What follows belongs to an exercise in optimizing a design on an open flow for small area; a production flow would make more cautious choices. In this exercise RTL edits were held to simulation tests only and were not proved equivalent to the original. Power is estimated from default activity; no workload was simulated.

try-sierra:
==> flow/design.v (excerpt) <==
module isp_core (
    input  wire        clk,
    input  wire        rst,
    input  wire        tick_ms,
    input  wire        cmd_valid,
    output wire        cmd_ready,
    input  wire [31:0] cmd_word,
    output reg         rsp_valid,
    input  wire        rsp_ready,
    output reg  [31:0] rsp_word,
    input  wire [7:0]  sid,
    output wire        tp_open,
    input  wire        tp_open_ack,
    output wire        tp_close,
    input  wire        tp_close_ack,
    output wire        tx_valid,
    input  wire        tx_ready,
    output wire [7:0]  tx_data,
    output wire        tx_flush,
    input  wire        tx_flush_ack,
    input  wire [7:0]  rx_avail,
    output wire        rx_rd,
    input  wire        rx_done,
    input  wire        rx_valid,
    input  wire [7:0]  rx_data,
    output reg         busy,
    output reg         done,
    output wire [3:0]  phase_o
);
Size in the first run: about 1200 cells after synthesis, about 0.012 sq mm of cells after synthesis.
export LEC_CHECK = 0
export CAP_MARGIN = 20
export CORE_MARGIN = 2
export CORE_UTILIZATION = 40
export GPL_TIMING_DRIVEN = 0
export SLEW_MARGIN = 20
create_clock -name core_clock -period 16.0 [get_ports {clk}]
standard.sh (not shown) runs the stock make flow with config.mk's settings and CLKGATE_MAP_FILE= SYNTH_SCRIPT=/design/flow/synth_recipe.tcl, a recipe that flattens the netlist after the stock synthesis.
==> flow/flow/run.sh <==
#!/bin/bash
# Layout flow: the standard synthesis, an area re-mapping of its
# combinational logic (registers untouched), then the standard layout with
# small port buffers and a leaner clock tree.
set -euo pipefail
W=$(pwd)
R=$W/orfs/results/$FLOW_PLATFORM/isp_core/base
LIB=$FLOW_HOME/platforms/$FLOW_PLATFORM/lib/sky130_fd_sc_hd__tt_025C_1v80.lib

# 1. standard synthesis
bash standard.sh synth > $W/flow_synth.log 2>&1

# 2. area re-mapping of the combinational cells: a few ABC scripts in
#    parallel, keeping the smallest result
cp $R/1_2_yosys.v $W/standard_1_2_yosys.v
S[1]="+strash;&get,-n;&deepsyn,-T,60;&put;&get,-n;&dch,-f;&nf,-R,1000;&put"
S[2]="+strash;dc2;&get,-n;&deepsyn,-T,60;&put;&get,-n;&dch,-f;&nf,-R,1000;&put"
S[3]="+strash;&get,-n;&deepsyn,-T,60;&put;&get,-n;&dch;&nf,-R,1000;&put"
S[4]="+strash;dch,-f;amap;topo"
for i in 1 2 3 4; do
  RESYN_LIB=$LIB RESYN_TOP=$FLOW_TOP RESYN_IN=$W/standard_1_2_yosys.v RESYN_OUT=$W/resyn_$i.v \
  RESYN_DONT_USE="sky130_fd_sc_hd__probe_p_8 sky130_fd_sc_hd__probec_p_8 sky130_fd_sc_hd__lpflow_*" \
  RESYN_SCRIPT="${S[$i]}" \
    yosys -c $W/flow/resyn.tcl > $W/flow_resyn_$i.log 2>&1 &
done
wait
best=""; besta=""
for i in 1 2 3 4; do
  [[ -s $W/resyn_$i.v ]] || continue
  a=$(grep "Chip area for module" $W/flow_resyn_$i.log | tail -1 | awk '{print $NF}')
  [[ -n "$a" ]] || continue
  if [[ -z "$best" ]] || awk -v x=$a -v y=$besta 'BEGIN{exit !(x<y)}'; then best=$i; besta=$a; fi
done
echo "resyn areas:" $(grep -h "Chip area for module" $W/flow_resyn_*.log | awk '{print $NF}') "chosen $best ($besta)" > $W/flow_resyn_choice.log
if [[ -n "$best" ]]; then
  cp $W/resyn_$best.v $R/1_2_yosys.v
  touch $R/1_2_yosys.v
fi

# 3. the rest of the standard layout
bash standard.sh \
  BUFFER_PORTS_ARGS="-buffer_cell sky130_fd_sc_hd__buf_1" \
  CTS_ARGS="-sink_clustering_enable -repair_clock_nets -buf_list sky130_fd_sc_hd__clkbuf_4 -sink_clustering_size 8 -sink_clustering_max_diameter 50 -dont_use_dummy_load" \
  finish > $W/flow_layout.log 2>&1
Other scripts of this flow, unchanged in this note and not shown: flow/flow/resyn.tcl
> inputs changed (try-sierra -> try-harbor)
Settings: CAP_MARGIN changed from 20 to 0; SLEW_MARGIN changed from 20 to 0.
==> comparison <==
- try-sierra -> try-harbor: utilization flat
- Area after detailed placement: try-sierra vs try-harbor — no meaningful difference
- Between try-harbor and try-sierra, the sequential share of layout area does not differ in any meaningful way.
- Where post-route worst setup slack is concerned, try-sierra is better than try-harbor.
- [try-harbor] switching component of the power fell 0.0067 mW relative to try-sierra
- Met1 layer wirelength in the final routing (higher): try-sierra
- For largest clock skew in the final design, try-sierra and try-harbor come out practically identical.
- For detailed-route wire length, try-sierra and try-harbor come out practically identical.
- [compare] base=try-sierra new=try-harbor: relative area change from synthesis to final layout about even, non-filler instance count after layout roughly the same, clock latency on the worst-skew pair did not really move.
--- input diff try-harbor..try-tundra ---
Settings: a change of CAP_MARGIN from 0 to 20; a change of SLEW_MARGIN from 0 to 20.
--- a/flow/flow/run.sh
+++ b/flow/flow/run.sh
@@ -43 +43 @@
-  CTS_ARGS="-sink_clustering_enable -repair_clock_nets -buf_list sky130_fd_sc_hd__clkbuf_4 -sink_clustering_size 8 -sink_clustering_max_diameter 50 -dont_use_dummy_load" \
+  CTS_ARGS="-sink_clustering_enable -repair_clock_nets -buf_list sky130_fd_sc_hd__clkbuf_4 -sink_clustering_size 10 -sink_clustering_max_diameter 50 -dont_use_dummy_load" \
### Flow results
- try-tundra: done, clean on timing, DRC and antenna
- Final count of pins violating max slew came out exactly the same in try-harbor and try-tundra.
- Est. power | try-tundra vs try-harbor | try-tundra lower
- Met2 wirelength from detailed routing, try-harbor and try-tundra: lower on try-tundra
- In terms of synthesis-to-finish area growth, try-harbor and try-tundra differ only marginally.
- Looking at try-harbor and try-tundra, the final design instance area without fill is a wash.
- Going from try-harbor to try-tundra, minimum clock period -0.29 ns; number of stages on the worst hold path +2.

[static timing again, ports no longer ideal]
How much do the figures lean on ideal ports? The routed layouts below were timed once more, with nothing changed but the port constraints.
Step 1 assumes that a clkbuf_16 drives the clock port and a buf_2 every other input.
Step 2 moves the port delays by t, midway between the first and last clock arrival at a register: inputs arrive t later, outputs are due t later. That takes back most of the time a late clock gives input paths.
Slacks: ideal ports / drivers / drivers and shift; pairs: ideal ports / drivers.
| run | t, ns | setup WS [ns] | latest minus earliest clock arrival (ns) |
|---|---|---|---|
| try-sierra | 0.693 | 8.372 / 8.326 / 7.982 | 0.104 / 0.105 |
| try-harbor | 0.682 | 8.156 / 8.109 / 7.943 | 0.105 / 0.105 |
| try-tundra | 0.654 | 8.444 / 8.400 / 7.894 | 0.116 / 0.117 |
After both steps setup and hold are still met in every run listed. For try-tundra, which loses most, drivers alone change the setup slack by -0.044 ns; drivers and shift together by -0.550 ns.
